What follows belongs to an exercise in optimizing a design on an open flow for small area; a production flow would make more cautious choices. In this exercise RTL edits were held to simulation tests only and were not proved equivalent to the original. Power and IR drop assume default switching activity.

===== flow/config.mk =====
export PLATFORM = sky130hd
export DESIGN_NAME = ts4231_ctrl
export DESIGN_NICKNAME = ts4231_ctrl
export VERILOG_FILES = /design/flow/design.v
export SDC_FILE = /design/flow/constraint.sdc
export NUM_CORES = 4
export LEC_CHECK = 0
export CAP_MARGIN = 5
export CORE_MARGIN = 2
export CORE_UTILIZATION = 65
export SLEW_MARGIN = 5

===== flow/constraint.sdc =====
create_clock -name core_clock -period 10.0 [get_ports {clk}]
set_input_delay 2.0000 -clock core_clock [delete_from_list [all_inputs] [get_ports {clk}]]
set_output_delay 2.0000 -clock core_clock [all_outputs]
set_load 0.01 [all_outputs]

===== flow/design.v =====
module ts4231_ctrl(clk, rst, tick_us, tick_ms, cmd_valid, cmd, e_in, d_in, e_oe, e_out, d_oe, d_out, busy, res_valid, res_ok, res_status, res_bus, res_data, configured);
  input clk;
  wire clk;
  input rst;
  wire rst;
  input tick_us;
  wire tick_us;
  input tick_ms;
  wire tick_ms;
  input cmd_valid;
  wire cmd_valid;
  input [18:0] cmd;
  wire [18:0] cmd;
  input e_in;
  wire e_in;
  input d_in;
  wire d_in;
  output e_oe;
  wire e_oe;
  output e_out;
  wire e_out;
  output d_oe;
  wire d_oe;
  output d_out;
  wire d_out;
  output busy;
  wire busy;
  output res_valid;
  wire res_valid;
  output res_ok;
  wire res_ok;
  output [2:0] res_status;
  wire [2:0] res_status;
  output [2:0] res_bus;
  wire [2:0] res_bus;
  output [15:0] res_data;
  wire [15:0] res_data;
  output configured;
  reg configured;
  wire [1:0] pn000;
  wire [1:0] pn001;
  wire pn002;
  wire pn003;
  wire pn004;
  wire pn005;
  wire pn006;
  wire pn007;
  wire pn008;
  wire pn009;
  wire pn010;
  wire pn011;
  wire pn012;
  wire pn013;
  wire pn014;
  wire pn015;
  wire pn016;
  wire pn017;
  wire pn018;
  wire pn019;
  wire pn020;
  wire pn021;
  wire pn022;
  wire pn023;
  wire pn024;
  wire pn025;
  wire pn026;
  wire pn027;
  wire pn028;
  wire pn029;
  wire pn030;
  wire pn031;
  wire pn032;
  wire pn033;
  wire pn034;
  wire pn035;
  wire pn036;
  wire pn037;
  wire pn038;
  wire pn039;
  wire pn040;
  wire pn041;
  wire pn042;
  wire pn043;
  wire pn044;
  wire pn045;
  wire pn046;
  wire pn047;
  wire pn048;
  wire pn049;
  wire pn050;
  wire pn051;
  wire pn052;
  wire pn053;
  wire pn054;
  wire pn055;
  wire pn056;
  wire pn057;
  wire pn058;
  wire pn059;
  wire pn060;
  wire pn061;
  wire pn062;
  wire pn063;
  wire pn064;
  wire pn065;
  wire pn066;
  wire pn067;
  wire pn068;
  wire pn069;
  wire pn070;
  wire pn071;
  wire pn072;
  wire pn073;
  wire pn074;
  wire pn075;
  wire pn076;
  wire pn077;
  wire pn078;
  wire pn079;
  wire pn080;
  wire pn081;
  wire pn082;
  wire pn083;
  wire pn084;
  wire pn085;
  wire pn086;
  wire pn087;
  wire pn088;
  wire pn089;
  wire pn090;
  wire pn091;
  wire pn092;
  wire pn093;
  wire pn094;
  wire pn095;
  wire pn096;
  wire pn097;
  wire pn098;
  wire pn099;
  wire pn100;
  wire pn101;
  wire pn102;
  wire pn103;
  wire pn104;
  wire pn105;
  wire pn106;
  wire pn107;
  wire pn108;
  wire pn109;
  wire pn110;
  wire pn111;
  wire pn112;
  wire pn113;
  wire pn114;
  wire pn115;
  wire pn116;
  wire pn117;
  wire pn118;
  wire pn119;
  wire pn120;
  wire pn121;
  wire pn122;
  wire pn123;
  wire pn124;
  wire pn125;
  wire pn126;
  wire pn127;
  wire pn128;
  wire pn129;
  wire pn130;
  wire pn131;
  wire pn132;
  wire pn133;
  wire pn134;
  wire pn135;
  wire pn136;
  wire pn137;
  wire pn138;
  wire pn139;
  wire pn140;
  wire pn141;
  wire pn142;
  wire pn143;
  wire pn144;
  wire pn145;
  wire pn146;
  wire pn147;
  wire pn148;
  wire pn149;
  wire pn150;
  wire pn151;
  wire pn152;
  wire pn153;
  wire pn154;
  wire pn155;
  wire pn156;
  wire pn157;
  wire pn158;
  wire pn159;
  wire pn160;
  wire pn161;
  wire pn162;
  wire pn163;
  wire pn164;
  wire pn165;
  wire pn166;
  wire pn167;
  wire pn168;
  wire pn169;
  wire pn170;
  wire pn171;
  wire pn172;
  wire pn173;
  wire pn174;
  wire pn175;
  wire pn176;
  wire pn177;
  wire pn178;
  wire pn179;
  wire pn180;
  wire pn181;
  wire pn182;
  wire pn183;
  wire pn184;
  wire pn185;
  wire pn186;
  wire pn187;
  wire pn188;
  wire pn189;
  wire pn190;
  wire pn191;
  wire pn192;
  wire pn193;
  wire pn194;
  wire pn195;
  wire pn196;
  wire pn197;
  wire pn198;
  wire pn199;
  wire pn200;
  wire pn201;
  wire pn202;
  wire pn203;
  wire pn204;
  wire pn205;
  wire pn206;
  wire pn207;
  wire pn208;
  wire pn209;
  wire pn210;
  wire pn211;
  wire pn212;
  wire pn213;
  wire pn214;
  wire pn215;
  wire pn216;
  wire pn217;
  wire pn218;
  wire pn219;
  wire pn220;
  wire pn221;
  wire pn222;
  wire pn223;
  wire pn224;
  wire pn225;
  wire pn226;
  wire pn227;
  wire pn228;
  wire pn229;
  wire pn230;
  wire pn231;
  wire pn232;
  wire pn233;
  wire pn234;
  wire pn235;
  wire pn236;
  wire pn237;
  wire pn238;
  wire pn239;
  wire pn240;
  wire pn241;
  wire pn242;
  wire pn243;
  wire pn244;
  wire pn245;
  wire pn246;
  wire pn247;
  wire pn248;
  wire pn249;
  wire pn250;
  wire pn251;
  wire pn252;
  wire pn253;
  wire pn254;
  wire pn255;
  wire pn256;
  wire pn257;
  wire pn258;
  wire pn259;
  wire pn260;
  wire pn261;
  wire pn262;
  wire pn263;
  wire pn264;
  wire pn265;
  wire pn266;
  wire pn267;
  wire pn268;
  wire pn269;
  wire pn270;
  wire pn271;
  wire pn272;
  wire pn273;
  wire pn274;
  wire pn275;
  wire pn276;
  wire pn277;
  wire pn278;
  wire pn279;
  wire pn280;
  wire pn281;
  wire pn282;
  wire pn283;
  wire pn284;
  wire pn285;
  wire pn286;
  wire pn287;
  wire pn288;
  wire pn289;
  wire pn290;
  wire pn291;
  wire pn292;
  wire [8:0] pn293;
  wire [8:0] pn294;
  wire [0:0] pn295;
  wire [0:0] pn296;
  wire [15:0] pn297;
  reg [8:0] dc;
  wire dcnt;
  reg fl;
  reg mis;
  wire [5:0] nstate;
  reg [1:0] op;
  wire [15:0] sr;
  reg [5:0] state;
  reg [1:0] va;
  reg [1:0] vb;
  assign pn008 = 4'h8 >> { state[0], state[1] };
  assign pn009 = 4'h1 >> state[3:2];
  assign pn010 = 4'h8 >> { state[4], state[5] };
  assign pn011 = 4'h7 >> { pn009, pn010 };
  assign pn012 = 4'h1 >> { pn011, pn008 };
  assign pn013 = 4'he >> { state[4], state[5] };
  assign pn014 = 4'h4 >> { pn009, pn013 };
  assign busy = 8'h0b >> { pn012, pn014, state[1] };
  assign pn015 = 4'h4 >> { state[0], state[1] };
  assign res_ok = 4'h8 >> { pn015, pn014 };
  assign pn016 = 4'h4 >> { state[4], state[5] };
  assign pn017 = 4'h4 >> state[3:2];
  assign pn018 = 4'h8 >> { state[1], pn017 };
  assign pn019 = 4'h7 >> { pn016, pn018 };
  assign pn020 = 4'h1 >> { pn019, state[0] };
  assign pn021 = 4'hb >> { state[2], state[3] };
  assign pn022 = 4'h4 >> { pn016, pn021 };
  assign pn023 = 4'h8 >> { dc[0], tick_us };
  assign pn024 = 4'h1 >> { state[0], state[1] };
  assign pn025 = 4'h7 >> { pn023, pn024 };
  assign pn026 = 4'h4 >> { pn022, pn025 };
  assign pn027 = 4'h1 >> { pn020, pn026 };
  assign pn028 = 4'h4 >> state[5:4];
  assign pn029 = 4'h8 >> { tick_ms, pn028 };
  assign pn030 = 4'h7 >> { pn018, pn029 };
  assign pn031 = 4'he >> { res_data[2], res_data[0] };
  assign pn032 = 4'he >> { res_data[1], pn031 };
  assign pn033 = 4'he >> { pn030, pn032 };
  assign pn034 = 4'he >> { res_data[6], res_data[4] };
  assign pn035 = 4'he >> { res_data[5], res_data[3] };
  assign pn036 = 4'he >> { pn034, pn035 };
  assign pn037 = 4'he >> { res_data[7], res_data[8] };
  assign pn038 = 4'he >> { pn036, pn037 };
  assign pn039 = 4'he >> { pn033, pn038 };
  assign pn040 = 4'he >> { res_data[9], pn039 };
  assign pn041 = 4'he >> res_data[11:10];
  assign pn042 = 4'he >> { res_data[12], pn041 };
  assign pn043 = 4'h1 >> { pn040, pn042 };
  assign pn044 = 4'h4 >> { pn027, pn043 };
  assign pn045 = 4'he >> { res_data[13], pn044 };
  assign pn046 = 4'h8 >> { cmd[16], cmd[18] };
  assign pn047 = 4'h8 >> { cmd[17], pn046 };
  assign pn048 = 4'hb >> { cmd_valid, pn047 };
  assign pn049 = 4'h1 >> { busy, pn048 };
  assign pn050 = 4'h4 >> { pn027, pn049 };
  assign pn051 = 16'h4f44 >> { pn050, sr[14], pn049, cmd[14] };
  assign pn297[14] = 8'h62 >> { sr[15], pn051, pn045 };
  assign pn052 = 4'he >> { sr[14], res_data[13] };
  assign pn053 = 4'h4 >> { pn043, pn052 };
  assign pn054 = 4'h4 >> { pn053, sr[15] };
  assign pn055 = 4'h1 >> { pn030, pn054 };
  assign pn056 = 4'hb >> { pn055, res_data[13] };
  assign pn057 = 4'h1 >> { pn044, res_data[12] };
  assign pn058 = 16'h4744 >> { pn044, res_data[13], pn049, cmd[13] };
  assign pn297[13] = 8'h07 >> { pn058, pn057, pn056 };
  assign pn059 = 8'h0b >> { pn049, pn027, res_data[12] };
  assign pn060 = 4'h1 >> { pn040, pn054 };
  assign pn061 = 8'hb0 >> { pn027, pn060, res_data[10] };
  assign pn062 = 4'he >> { res_data[11], pn061 };
  assign pn063 = 4'h7 >> { cmd[12], pn049 };
  assign pn297[12] = 8'h9b >> { pn063, pn059, pn062 };
  assign pn064 = 8'hac >> { pn049, res_data[11], cmd[11] };
  assign pn065 = 8'hf4 >> { res_data[10], pn027, pn064 };
  assign pn297[11] = 8'hac >> { pn061, pn065, pn064 };
  assign pn066 = 4'h9 >> { res_data[10], pn060 };
  assign pn067 = 16'h1f11 >> { pn049, cmd[10], res_data[9], pn027 };
  assign pn297[10] = 8'h07 >> { pn067, pn066, pn050 };
  assign pn068 = 4'h8 >> { dc[1], pn023 };
  assign pn069 = 4'h8 >> { dc[2], pn068 };
  assign pn070 = 4'h8 >> dc[4:3];
  assign pn071 = 4'h7 >> { pn069, pn070 };
  assign pn072 = 4'h4 >> { dc[5], pn071 };
  assign pn073 = 4'h8 >> { dc[6], pn072 };
  assign pn074 = 4'h8 >> { dc[7], pn073 };
  assign pn294[8] = 4'h6 >> { dc[8], pn074 };
  assign pn075 = 4'h7 >> { res_data[9], pn039 };
  assign pn076 = 4'h4 >> { pn050, pn060 };
  assign pn077 = 16'h1f11 >> { pn049, cmd[9], res_data[8], pn027 };
  assign pn297[9] = 8'h07 >> { pn077, pn076, pn075 };
  assign pn078 = 4'he >> { pn033, pn054 };
  assign pn079 = 4'h1 >> { pn036, pn078 };
  assign pn080 = 8'h70 >> { pn027, pn079, res_data[8] };
  assign pn081 = 4'he >> { res_data[7], pn080 };
  assign pn082 = 8'h53 >> { pn079, pn050, res_data[7] };
  assign pn083 = 16'h444f >> { res_data[8], pn082, pn049, cmd[8] };
  assign pn297[8] = 4'h4 >> { pn081, pn083 };
  assign pn084 = 4'hb >> { pn050, pn079 };
  assign pn085 = 4'he >> { res_data[7], pn084 };
  assign pn086 = 4'h8 >> { res_data[7], pn079 };
  assign pn087 = 16'h1f11 >> { pn049, cmd[7], res_data[6], pn027 };
  assign pn088 = 4'he >> { pn086, pn087 };
  assign pn297[7] = 4'h4 >> { pn085, pn088 };
  assign pn089 = 4'he >> { res_data[3], pn078 };
  assign pn090 = 4'he >> { res_data[4], pn089 };
  assign pn091 = 8'h4f >> { pn027, res_data[6], pn090 };
  assign pn092 = 16'h444f >> { res_data[6], pn084, pn049, cmd[6] };
  assign pn297[6] = 8'h0b >> { pn092, pn091, res_data[5] };
  assign pn093 = 4'hb >> { res_data[5], pn090 };
  assign pn094 = 4'hb >> { pn050, res_data[5] };
  assign pn095 = 4'h4 >> { pn090, pn094 };
  assign pn096 = 16'h1f11 >> { pn049, cmd[5], res_data[4], pn027 };
  assign pn097 = 4'he >> { pn095, pn096 };
  assign pn297[5] = 4'h4 >> { pn093, pn097 };
  assign pn098 = 4'h8 >> { res_data[4], pn089 };
  assign pn099 = 8'hac >> { pn016, cmd[4], res_data[3] };
  assign pn100 = 8'hca >> { pn050, pn098, pn099 };
  assign pn297[4] = 4'hb >> { pn090, pn100 };
  assign pn101 = 8'h62 >> { pn050, pn078, res_data[3] };
  assign pn102 = 16'h1f11 >> { pn049, cmd[3], res_data[2], pn027 };
  assign pn297[3] = 4'h1 >> { pn101, pn102 };
  assign pn103 = 4'h4 >> { pn050, res_data[1] };
  assign pn104 = 4'h4 >> { pn050, pn055 };
  assign pn105 = 8'hac >> { pn049, res_data[0], cmd[1] };
  assign pn106 = 4'h1 >> { pn104, pn105 };
  assign pn107 = 4'h8 >> { pn103, pn106 };
  assign pn108 = 4'h7 >> { res_data[2], pn050 };
  assign pn109 = 16'h0bbb >> { cmd[2], pn049, res_data[1], pn027 };
  assign pn297[2] = 8'h9f >> { pn109, pn108, pn107 };
  assign pn297[1] = 4'h9 >> { pn103, pn106 };
  assign pn110 = 4'h4 >> { pn021, state[1] };
  assign pn111 = 8'h35 >> { state[1], state[2], state[0] };
  assign pn112 = 8'h0b >> { pn110, pn111, sr[14] };
  assign pn113 = 4'hb >> state[1:0];
  assign pn114 = 4'h4 >> { state[3], state[5] };
  assign pn115 = 16'h0bbb >> { pn113, pn114, pn016, pn008 };
  assign pn116 = 4'hb >> { pn028, state[3] };
  assign pn117 = 4'h4 >> { pn111, pn116 };
  assign pn118 = 4'h8 >> { pn009, pn016 };
  assign pn119 = 4'hb >> { state[3], pn013 };
  assign pn120 = 4'h4 >> { pn008, pn119 };
  assign pn121 = 4'he >> { pn118, pn120 };
  assign pn122 = 4'h1 >> { pn117, pn121 };
  assign d_oe = 8'h4f >> { pn122, state[2], pn115 };
  assign pn123 = 8'h4f >> { d_oe, state[4], pn112 };
  assign pn124 = 4'h8 >> { state[1], d_in };
  assign pn125 = 4'h1 >> { pn027, pn124 };
  assign pn126 = 16'h0bbb >> { pn123, pn125, pn049, cmd[0] };
  assign pn127 = 8'hac >> { res_data[0], pn104, pn055 };
  assign pn297[0] = 4'h4 >> { pn126, pn127 };
  assign pn128 = 4'h4 >> { state[5], pn021 };
  assign pn129 = 4'he >> { pn017, pn128 };
  assign d_out = 4'h1 >> { pn123, pn129 };
  assign pn294[2] = 4'h6 >> { dc[2], pn068 };
  assign pn294[1] = 4'h6 >> { dc[1], pn023 };
  assign pn294[7] = 4'h6 >> { dc[7], pn073 };
  assign pn130 = 4'h1 >> { vb[1], va[1] };
  assign pn131 = 4'he >> { va[0], vb[0] };
  assign pn132 = 4'h4 >> { pn130, pn131 };
  assign pn133 = 4'h7 >> { vb[1], va[1] };
  assign pn134 = 4'h7 >> { va[0], vb[0] };
  assign pn135 = 4'h1 >> { pn133, pn134 };
  assign pn136 = 4'h4 >> { pn130, pn134 };
  assign res_bus[0] = 4'he >> { pn135, pn136 };
  assign pn137 = 4'h1 >> { pn131, pn133 };
  assign pn138 = 4'h1 >> { res_bus[0], pn137 };
  assign res_bus[2] = 4'h4 >> { pn138, pn132 };
  assign pn139 = 4'h4 >> { op[1], pn136 };
  assign pn140 = 8'h1f >> { op[0], pn139, pn132 };
  assign pn141 = 4'hb >> op;
  assign pn142 = 4'h4 >> { configured, pn141 };
  assign pn143 = 4'hb >> { pn142, pn137 };
  assign pn144 = 4'h8 >> { pn140, pn143 };
  assign pn145 = 8'hf4 >> { fl, op[0], pn137 };
  assign pn146 = 8'h1f >> { op[1], pn145, pn138 };
  assign pn147 = 4'h1 >> { pn144, pn146 };
  assign pn148 = 4'h1 >> { configured, pn141 };
  assign pn149 = 4'hb >> { pn140, pn148 };
  assign pn150 = 4'h1 >> { pn147, pn149 };
  assign pn151 = 4'h8 >> { state[2], pn028 };
  assign pn152 = 4'h8 >> { state[3], pn151 };
  assign pn153 = 4'h8 >> { state[1], pn152 };
  assign pn154 = 4'h4 >> { pn148, pn135 };
  assign pn155 = 8'h0b >> { pn154, pn137, fl };
  assign pn156 = 4'h7 >> { pn153, pn155 };
  assign pn157 = 4'h4 >> { state[2], pn013 };
  assign pn158 = 8'h1f >> { pn110, pn157, pn118 };
  assign pn159 = 4'h4 >> { state[2], state[4] };
  assign pn160 = 4'h4 >> { state[5], pn159 };
  assign pn161 = 4'h1 >> { pn160, pn024 };
  assign pn162 = 8'hf1 >> { pn008, pn161, pn009 };
  assign pn163 = 4'h4 >> { pn158, pn162 };
  assign pn164 = 4'hb >> { pn022, state[1] };
  assign pn165 = 4'h8 >> { dc[6], dc[2] };
  assign pn166 = 4'h8 >> { pn070, pn165 };
  assign pn167 = 4'h1 >> { pn164, pn166 };
  assign pn168 = 4'he >> { pn163, pn167 };
  assign pn169 = 4'h7 >> { pn009, pn015 };
  assign pn170 = 4'h8 >> { state[2], pn008 };
  assign pn171 = 4'h8 >> { state[3], pn170 };
  assign pn172 = 4'h7 >> { pn016, pn171 };
  assign pn173 = 4'he >> { pn141, pn172 };
  assign pn174 = 8'h07 >> { fl, pn173, pn169 };
  assign pn175 = 4'h8 >> { state[0], pn017 };
  assign pn176 = 4'h4 >> { pn175, pn124 };
  assign pn177 = 4'hb >> { pn028, pn176 };
  assign pn178 = 4'h4 >> { pn018, pn177 };
  assign pn179 = 4'h1 >> { pn174, pn178 };
  assign pn180 = 4'h4 >> { pn179, pn168 };
  assign nstate[1] = 8'h1f >> { pn180, pn156, pn150 };
  assign pn293[0] = 4'h6 >> { dc[0], tick_us };
  assign pn181 = 4'hb >> { pn159, state[3] };
  assign pn182 = 4'h4 >> { pn144, pn154 };
  assign pn183 = 4'hb >> { state[3], pn182 };
  assign pn184 = 8'h07 >> { pn177, pn183, pn170 };
  assign pn185 = 4'h8 >> { mis, fl };
  assign pn186 = 16'h4f44 >> { pn185, pn173, pn014, pn113 };
  assign pn187 = 4'h1 >> { pn184, pn186 };
  assign nstate[5] = 8'h4f >> { pn187, pn024, pn181 };
  assign pn294[5] = 4'h9 >> { dc[5], pn071 };
  assign pn188 = 4'h8 >> { dc[3], pn069 };
  assign pn294[4] = 4'h6 >> { dc[4], pn188 };
  assign pn294[3] = 4'h6 >> { dc[3], pn069 };
  assign pn294[6] = 4'h6 >> { dc[6], pn072 };
  assign pn189 = 4'h7 >> { sr[15], pn050 };
  assign pn190 = 16'h0bbb >> { cmd[15], pn049, sr[14], pn027 };
  assign pn297[15] = 8'h1f >> { pn190, pn189, pn053 };
  assign pn191 = 4'h4 >> { pn152, pn113 };
  assign pn192 = 4'h4 >> { vb[0], pn191 };
  assign pn193 = 4'h4 >> { d_in, state[0] };
  assign pn194 = 4'h7 >> { pn153, pn193 };
  assign pn000[0] = 4'hb >> { pn194, pn192 };
  assign pn001[0] = 8'hac >> { pn191, d_in, va[0] };
  assign pn195 = 4'hb >> { cmd[17], cmd[18] };
  assign pn196 = 4'h1 >> { busy, pn195 };
  assign pn197 = 4'h8 >> { cmd[16], pn196 };
  assign pn198 = 4'h7 >> { tick_us, dc[5] };
  assign pn199 = 4'h4 >> { pn165, pn198 };
  assign pn200 = 4'h7 >> { dc[0], dc[7] };
  assign pn201 = 4'h7 >> { dc[4], dc[8] };
  assign pn202 = 4'he >> { pn200, pn201 };
  assign pn203 = 4'hb >> { pn199, pn202 };
  assign pn204 = 4'h7 >> { pn028, pn170 };
  assign pn205 = 4'hb >> { state[3], pn204 };
  assign pn206 = 4'h1 >> { pn203, pn205 };
  assign pn207 = 4'h7 >> { configured, pn206 };
  assign pn208 = 8'h6e >> { busy, fl, pn172 };
  assign pn209 = 4'h7 >> { pn207, pn208 };
  assign pn296 = 4'he >> { pn197, pn209 };
  assign pn210 = 4'he >> { cmd[14], cmd[15] };
  assign pn211 = 4'he >> { busy, pn210 };
  assign pn212 = 16'hb0bb >> { pn206, op[1], busy, mis };
  assign pn213 = 4'h6 >> { res_data[13], d_in };
  assign pn214 = 16'h0777 >> { pn020, pn213, pn211, pn212 };
  assign pn295 = 4'hb >> { pn214, pn054 };
  assign res_bus[1] = 4'he >> { pn135, pn137 };
  assign pn215 = 4'h8 >> { state[4], pn168 };
  assign pn216 = 4'he >> { state[5], state[0] };
  assign pn217 = 4'hb >> { state[2], pn216 };
  assign pn218 = 8'h70 >> { pn008, pn148, pn135 };
  assign pn219 = 4'hb >> { pn152, pn218 };
  assign pn220 = 4'h4 >> { pn219, pn196 };
  assign pn221 = 8'h1f >> { pn220, pn217, pn215 };
  assign pn222 = 4'hb >> { pn024, state[2] };
  assign pn223 = 8'h4f >> { state[5], state[3], pn222 };
  assign pn224 = 4'h1 >> { pn170, state[3] };
  assign pn225 = 8'h07 >> { pn223, pn224, pn222 };
  assign pn226 = 4'h8 >> { pn015, pn157 };
  assign pn227 = 4'h1 >> { pn010, pn226 };
  assign pn228 = 4'h7 >> { pn172, pn227 };
  assign pn229 = 4'h1 >> { pn225, pn228 };
  assign pn230 = 4'he >> { pn019, pn165 };
  assign pn231 = 8'h46 >> { pn024, pn008, state[2] };
  assign pn232 = 4'h7 >> { pn230, pn231 };
  assign pn233 = 8'hf1 >> { state[4], pn128, pn015 };
  assign pn234 = 4'h4 >> { fl, pn169 };
  assign pn235 = 4'h4 >> { pn233, pn234 };
  assign pn236 = 4'h1 >> { pn163, pn235 };
  assign pn237 = 4'h1 >> { pn173, pn185 };
  assign pn238 = 4'hb >> { cmd[18], cmd[16] };
  assign pn239 = 4'he >> { cmd[17], pn238 };
  assign pn240 = 4'h1 >> { busy, pn239 };
  assign pn241 = 4'h1 >> { pn237, pn240 };
  assign pn242 = 4'h4 >> { pn241, pn236 };
  assign pn243 = 8'h4f >> { pn242, pn229, pn232 };
  assign nstate[2] = 4'he >> { pn221, pn243 };
  assign pn244 = 4'h4 >> { pn152, pn140 };
  assign pn245 = 4'h8 >> { pn146, pn244 };
  assign pn246 = 4'he >> { pn171, pn224 };
  assign pn247 = 4'h4 >> { mis, pn193 };
  assign pn248 = 16'h4f44 >> { pn178, pn247, pn229, pn246 };
  assign pn249 = 4'he >> { pn245, pn248 };
  assign nstate[3] = 4'he >> { pn221, pn249 };
  assign pn250 = 8'h1f >> { pn153, res_bus[1], pn141 };
  assign pn251 = 4'h4 >> { pn150, pn250 };
  assign pn252 = 4'h1 >> { pn013, state[3] };
  assign pn253 = 4'h1 >> { pn010, state[0] };
  assign pn254 = 4'hb >> { pn253, pn252 };
  assign pn255 = 8'h0b >> { pn254, pn178, d_in };
  assign pn256 = 4'h1 >> { pn046, cmd[17] };
  assign pn257 = 8'h07 >> { pn256, configured, cmd[18] };
  assign pn258 = 4'he >> { busy, pn257 };
  assign pn259 = 8'h70 >> { pn028, mis, d_in };
  assign pn260 = 8'h07 >> { pn226, pn259, pn175 };
  assign pn261 = 4'h7 >> { pn230, pn260 };
  assign pn262 = 4'hb >> { pn258, pn261 };
  assign pn263 = 4'he >> { pn236, pn262 };
  assign pn264 = 8'h07 >> { pn263, pn255, pn164 };
  assign pn265 = 8'h1f >> { pn264, pn174, pn172 };
  assign nstate[0] = 4'he >> { pn251, pn265 };
  assign pn266 = 4'h6 >> { d_in, va[0] };
  assign pn267 = 4'h6 >> { va[1], e_in };
  assign pn268 = 4'h1 >> { pn266, pn267 };
  assign pn269 = 4'h4 >> { pn152, state[0] };
  assign pn270 = 4'h7 >> { res_bus[2], pn269 };
  assign pn271 = 16'h0777 >> { pn024, pn152, pn008, pn014 };
  assign pn002 = 8'h4f >> { pn271, pn268, pn270 };
  assign pn003 = 8'h1f >> { pn271, pn270, pn268 };
  assign pn272 = 4'h4 >> { pn252, pn170 };
  assign e_oe = 4'h4 >> { pn229, pn272 };
  assign pn273 = 4'h8 >> { cmd_valid, pn240 };
  assign pn005 = 4'he >> { rst, pn273 };
  assign pn000[1] = 8'hac >> { pn191, vb[1], e_in };
  assign pn001[1] = 8'hac >> { pn191, e_in, va[1] };
  assign pn274 = 4'h4 >> { state[5], pn154 };
  assign pn275 = 4'h4 >> { pn274, pn147 };
  assign pn276 = 8'ha3 >> { pn171, pn016, state[4] };
  assign pn277 = 8'h07 >> { pn186, pn247, pn178 };
  assign nstate[4] = 8'h1f >> { pn277, pn276, pn275 };
  assign pn007 = 8'hd1 >> { cmd[16], pn256, pn238 };
  assign pn278 = 8'h07 >> { pn015, pn158, pn119 };
  assign pn279 = 8'h1f >> { state[1], state[2], state[0] };
  assign pn280 = 8'h5c >> { state[3], pn279, pn015 };
  assign pn281 = 4'h4 >> { pn116, pn114 };
  assign pn282 = 16'h444f >> { pn113, pn281, pn016, pn280 };
  assign pn283 = 4'h1 >> { pn278, pn282 };
  assign e_out = 8'h4f >> { pn283, pn028, pn169 };
  assign pn006 = 4'h8 >> { fl, pn237 };
  assign pn284 = 16'hf888 >> { state[3], pn015, state[2], pn008 };
  assign pn285 = 8'hca >> { state[2], pn113, state[3] };
  assign pn286 = 16'h111f >> { state[4], pn285, pn223, pn284 };
  assign dcnt = 4'h1 >> { pn228, pn286 };
  assign pn287 = 4'h4 >> { pn252, state[1] };
  assign pn288 = 8'h1f >> { pn203, pn152, pn287 };
  assign pn289 = 4'he >> { pn023, pn151 };
  assign pn290 = 8'h1f >> { pn288, pn289, pn020 };
  assign pn291 = 4'hb >> { pn048, busy };
  assign pn292 = 8'h1f >> { pn291, pn204, pn199 };
  assign pn004 = 8'h07 >> { pn292, pn290, dcnt };
  assign res_status[1] = 4'h4 >> { pn012, pn024 };
  assign res_status[0] = 4'h1 >> { pn011, state[0] };
  assign res_valid = 4'he >> { pn012, res_ok };
  always @(posedge clk)
    if (rst) state[0] <= 1'h0;
    else if (pn004) state[0] <= nstate[0];
  always @(posedge clk)
    if (rst) state[1] <= 1'h0;
    else if (pn004) state[1] <= nstate[1];
  always @(posedge clk)
    if (rst) state[2] <= 1'h0;
    else if (pn004) state[2] <= nstate[2];
  always @(posedge clk)
    if (rst) state[3] <= 1'h0;
    else if (pn004) state[3] <= nstate[3];
  always @(posedge clk)
    if (rst) state[4] <= 1'h0;
    else if (pn004) state[4] <= nstate[4];
  always @(posedge clk)
    if (rst) state[5] <= 1'h0;
    else if (pn004) state[5] <= nstate[5];
  always @(posedge clk)
    if (pn005) configured <= 1'h0;
    else if (pn006) configured <= 1'h1;
  always @(posedge clk)
    if (!dcnt) dc[0] <= 1'h0;
    else dc[0] <= pn293[0];
  always @(posedge clk)
    if (!dcnt) dc[1] <= 1'h0;
    else dc[1] <= pn294[1];
  always @(posedge clk)
    if (!dcnt) dc[2] <= 1'h0;
    else dc[2] <= pn294[2];
  always @(posedge clk)
    if (!dcnt) dc[3] <= 1'h0;
    else dc[3] <= pn294[3];
  always @(posedge clk)
    if (!dcnt) dc[4] <= 1'h0;
    else dc[4] <= pn294[4];
  always @(posedge clk)
    if (!dcnt) dc[5] <= 1'h0;
    else dc[5] <= pn294[5];
  always @(posedge clk)
    if (!dcnt) dc[6] <= 1'h0;
    else dc[6] <= pn294[6];
  always @(posedge clk)
    if (!dcnt) dc[7] <= 1'h0;
    else dc[7] <= pn294[7];
  always @(posedge clk)
    if (!dcnt) dc[8] <= 1'h0;
    else dc[8] <= pn294[8];
  always @(posedge clk)
    if (pn003) va[0] <= pn000[0];
  always @(posedge clk)
    if (pn003) va[1] <= pn000[1];
  always @(posedge clk)
    if (pn002) vb[0] <= pn001[0];
  always @(posedge clk)
    if (pn002) vb[1] <= pn001[1];
  always @(posedge clk)
    if (!busy) op[0] <= pn007;
  always @(posedge clk)
    if (!busy) op[1] <= cmd[18];
  reg res_data_reg_0 ;
  always @(posedge clk)
    res_data_reg_0  <= pn297[0];
  assign res_data[0] = res_data_reg_0 ;
  reg res_data_reg_1 ;
  always @(posedge clk)
    res_data_reg_1  <= pn297[1];
  assign res_data[1] = res_data_reg_1 ;
  reg res_data_reg_2 ;
  always @(posedge clk)
    res_data_reg_2  <= pn297[2];
  assign res_data[2] = res_data_reg_2 ;
  reg res_data_reg_3 ;
  always @(posedge clk)
    res_data_reg_3  <= pn297[3];
  assign res_data[3] = res_data_reg_3 ;
  reg res_data_reg_4 ;
  always @(posedge clk)
    res_data_reg_4  <= pn297[4];
  assign res_data[4] = res_data_reg_4 ;
  reg res_data_reg_5 ;
  always @(posedge clk)
    res_data_reg_5  <= pn297[5];
  assign res_data[5] = res_data_reg_5 ;
  reg res_data_reg_6 ;
  always @(posedge clk)
    res_data_reg_6  <= pn297[6];
  assign res_data[6] = res_data_reg_6 ;
  reg res_data_reg_7 ;
  always @(posedge clk)
    res_data_reg_7  <= pn297[7];
  assign res_data[7] = res_data_reg_7 ;
  reg res_data_reg_8 ;
  always @(posedge clk)
    res_data_reg_8  <= pn297[8];
  assign res_data[8] = res_data_reg_8 ;
  reg res_data_reg_9 ;
  always @(posedge clk)
    res_data_reg_9  <= pn297[9];
  assign res_data[9] = res_data_reg_9 ;
  reg res_data_reg_10 ;
  always @(posedge clk)
    res_data_reg_10  <= pn297[10];
  assign res_data[10] = res_data_reg_10 ;
  reg res_data_reg_11 ;
  always @(posedge clk)
    res_data_reg_11  <= pn297[11];
  assign res_data[11] = res_data_reg_11 ;
  reg res_data_reg_12 ;
  always @(posedge clk)
    res_data_reg_12  <= pn297[12];
  assign res_data[12] = res_data_reg_12 ;
  reg res_data_reg_13 ;
  always @(posedge clk)
    res_data_reg_13  <= pn297[13];
  assign res_data[13] = res_data_reg_13 ;
  reg sr_reg_14 ;
  always @(posedge clk)
    sr_reg_14  <= pn297[14];
  assign sr[14] = sr_reg_14 ;
  reg sr_reg_15 ;
  always @(posedge clk)
    sr_reg_15  <= pn297[15];
  assign sr[15] = sr_reg_15 ;
  always @(posedge clk)
    fl <= pn296;
  always @(posedge clk)
    mis <= pn295;
  assign pn294[0] = pn293[0];
  assign pn293[8:1] = dc[8:1];
  assign sr[13:0] = res_data[13:0];
  assign res_data[15:14] = 2'h0;
  assign res_status[2] = res_ok;
endmodule

===== flow/flow/run.sh =====
#!/bin/bash
set -euo pipefail
export BUFFER_PORTS_ARGS="-buffer_cell sky130_fd_sc_hd__buf_1"
export GPL_KEEP_OVERFLOW=0
export CTS_ARGS="-sink_clustering_enable -repair_clock_nets -dont_use_dummy_load -buf_list sky130_fd_sc_hd__clkbuf_8 -root_buf sky130_fd_sc_hd__clkbuf_8"
bash standard.sh > orfs_make.log 2>&1

===== flow/standard.sh =====
#!/bin/bash
# synth_recipe.tcl (not shown) runs the flow's synth.tcl, then flattens the netlist and writes it again
# the make line also repeats each setting of config.mk as NAME=value (left out here)
make -C /OpenROAD-flow-scripts/flow DESIGN_CONFIG=/design/flow/config.mk WORK_HOME=/design/flow/orfs CLKGATE_MAP_FILE= SYNTH_SCRIPT=/design/flow/synth_recipe.tcl "${@:-finish}"

==> run notes <==
-- cell type report --
type	count	share of cell area [%]
multi-input combinational	310	62.2
clock buffer	5	2.02
sequential	40	25.2
tap	67	2.46
timing repair buffer	54	5.98
inverter	19	2.09
-- power groups by stage --
stage	logic, mW	clock network, mW	registers (mW)
final	0.469	0.0981	0.338
after global placement	0.447	0	0.334
after detailed placement	0.456	0	0.337
after global routing	0.514	0.103	0.349
after CTS	0.458	0.100	0.333
after floorplan	0.432	0	0.268
-- sequential cells by signal (all words and copies together), names as in the netlist, 2 cells and up --
register	cells
dc	9
op	2
state	6
va	2
vb	2
-- synth_stat cells, types with 12 or more instances --
master | n | area (um^2)
clkbuf_1 | 12 | 45.0
nor2_1 | 38 | 143
dfxtp_1 | 34 | 681
inv_1 | 19 | 71.3
o21ai_0 | 16 | 80.1
o22ai_1 | 12 | 75.1
a21oi_1 | 26 | 130
nor3_1 | 14 | 70.1
nand2_1 | 23 | 86.3
buf_4 | 17 | 128
ha_1 | 18 | 225
-- kinds of logic after synthesis --
family	synth area share (%)
AND/OR/NAND/NOR	26.0
AO/OA/AOI/OAI	26.7
buffers and inverters	9.09
flip-flops	26.3
adder cells (fa/ha/maj)	7.18
XOR/XNOR	2.41
multiplexers	2.29
other	0.114
-- worst max-delay path, stage by stage, from the launching register on --
cell	delay (ns)
dfxtp_1	0.85
nand2_1	0.21
inv_1	0.24
ha_1	0.31
ha_1	0.33
o22a_1	0.28
a21oi_1	0.10
o31a_1	0.16
buf_1	0.13
-- per-layer routing --
metal	track usage [%]	up-vias	part of all wire, %
met2	49.6	188	45
met4	9.52	0	1.7
li1	-	1576	-
met3	5.89	16	8.8
met5	0	-	0
met1	44.7	1528	45
-- through the flow --
stage          util (%)  cells  total power [mW]  hold slack, ns  worst slack [ns]
3_5_place_dp       69.7    489             0.793           0.483              5.52
4_1_cts            71.1    494             0.891           0.495              5.18
6_report           71.2    495             0.905           0.499              5.08
2_1_floorplan         -    410             0.700           0.442              6.32
5_1_grt            71.2    495             0.966           0.549              4.96
3_3_place_gp       69.7    489             0.781           0.459              5.66
-- path summary, 6_finish.rpt --
path / slack (ns) / endpoint / cells past startpoint / start
setup / recovery: 5.08 / e_oe / 8 / state[1]$_SDFFE_PP0P_
hold reg to reg: 0.50 / sr_reg_14$_DFF_P_ / 1 / sr_reg_15$_SDFF_PN1_
setup reg to reg: 6.08 / state[2]$_SDFFE_PP0P_ / 10 / state[1]$_SDFFE_PP0P_
hold / removal: 0.50 / sr_reg_14$_DFF_P_ / 1 / sr_reg_15$_SDFF_PN1_
==> impl_metrics.csv <==
group,metric,value,unit
power,p_int,0.452,mW
power,irDropWorstVdd,146,uV
floorplanning,core,0.00479,mm^2
yosys,synthesis.area,0.00328,mm^2
placement,place.port_buffers,53,
sta,post-route-period-util,49.2,%
cts,tritoncts,"yes",
global_route,grt_pass1_wl,13800,um
critical_path,cp.arrival,2.92,ns
final_layout,syn_to_final_growth,4.09,%
floorplanning,dieHeight,75.0,um
yosys,synth-seq-area-share,26.3,%
detailed_routing,first_iter_violations,261,
cts,cts_root_buffer,"clkbuf_8",
global_route,antenna_found_initial,0,
flow_run,cap_violations,0,
sta,worstMarginPinSlew,0.978,ns
run_status,outcome,"no timing/DRC/antenna violations",
final_layout,antenna_cells,0,
yosys,syn_inst,409,
sta,drv_slew,0,
global_route,gr-total-overflow,0,
final_layout,seq_area,861,um^2
floorplanning,pin_count,56,
detailed_routing,drc,0,
global_route,gr-usage-all-layers,31.8,%
yosys,synth_cell_types,76,
cts,path_clk_slew,0.09,ns
sta,max_freq,203,MHz
cts,post_cts_buffers,0,
floorplanning,start_util,68.4,%
final_layout,fillCellCount,440,
sta,setup_violations,0,
sta,fin_setup_tns,0,ns
global_route,grt_pass1_vias,2883,
final_layout,multiInputGateArea,0.00212,mm^2
final_layout,final_cell_mix,"53 x buf_1, 38 x nor2_1, 34 x dfxtp_1",
sta,grt_setup_unrepaired,"no",
critical_path,critPathKind,"reg2out",
cts,hold_buffers,0,
floorplanning,row_count,25,
yosys,ys_async_sr_fraction,0,%
sta,fin_crit,4.92,ns
power,swShare,50.0,%
detailed_routing,dr.pass1.iters,5,
placement,globalplace.congestion,0.920,
final_layout,finalInstanceArea,0.00341,mm^2
power,comb_power_share,51.8,%
cts,clock-sinks,40,
yosys,avgSynthCellArea,8.01,um^2
yosys,yosysWarnings,1,
critical_path,critPathMaxFanout,24,
detailed_routing,vias,3308,
final_layout,final_common_cell,"buf_1",
sta,skew,0.0237,ns
final_layout,final_nets,474,
power,p_clk_share,10.8,%
yosys,synth_enable_flop_cells,6,
detailed_routing,wl_per_cell,17.9,um
yosys,ys.flop_type,"dfxtp_1",
cts,cts_buffers,5,
critical_path,cp-start-kind,"register",
power,p_leak,1.25,nW
detailed_routing,antenna_left,0,
sta,slew_headroom,34.7,%
power,powerDensity,265,mW/mm^2
detailed_routing,wl,8860,um
placement,place_area,0.00334,mm^2
power,pwr-share-seq,37.3,%
floorplanning,dieArea,0.00562,mm^2
detailed_routing,vias_per_cell,6.68,
floorplanning,die-width,75.0,um
critical_path,end_kind,"output pin",
critical_path,required,8.00,ns
min_path,worstHoldPathType,"reg2reg",
placement,dp_hpwl,6540,um
cts,cts_buffer_depth,2,
power,p_sw,0.453,mW
cts,cts_resized,0,
cts,ctsHtreeMaxLevel,2,
cts,insertion_delay,0.30,ns
yosys,ys_seq_elements,40,
global_route,grt_start_max_net_pins,29,
sta,finalHoldViolCount,0,
final_layout,drive_gt1_share,6.78,%

## port drivers added, routing unchanged
The flow's constraints put no driver on any port. The routed layout listed below was extracted and timed again, unchanged, in two steps.
Step 1 sets driving cells, clkbuf_16 on the clock port and buf_2 on the other inputs (assumed; they add their load-dependent delay and slew).
Step 2 times the ports against the registers' clock, not the clock port: input delays grow and output delays shrink by t, the midpoint of the rising clock arrivals with the driver on.
a / b / c = ideal / step 1 / step 2; a / b = the first two.
shift t [ns]: 0.318
setup WS [ns]: 5.082 / 5.051 / 5.369
clock arrival spread, ns: 0.023 / 0.024
slew at the worst register clock pin (ns): 0.09 / 0.09
After both steps setup and hold are still met in this run. The setup slack of this run moves by -0.031 ns with the drivers and by +0.287 ns with both steps.
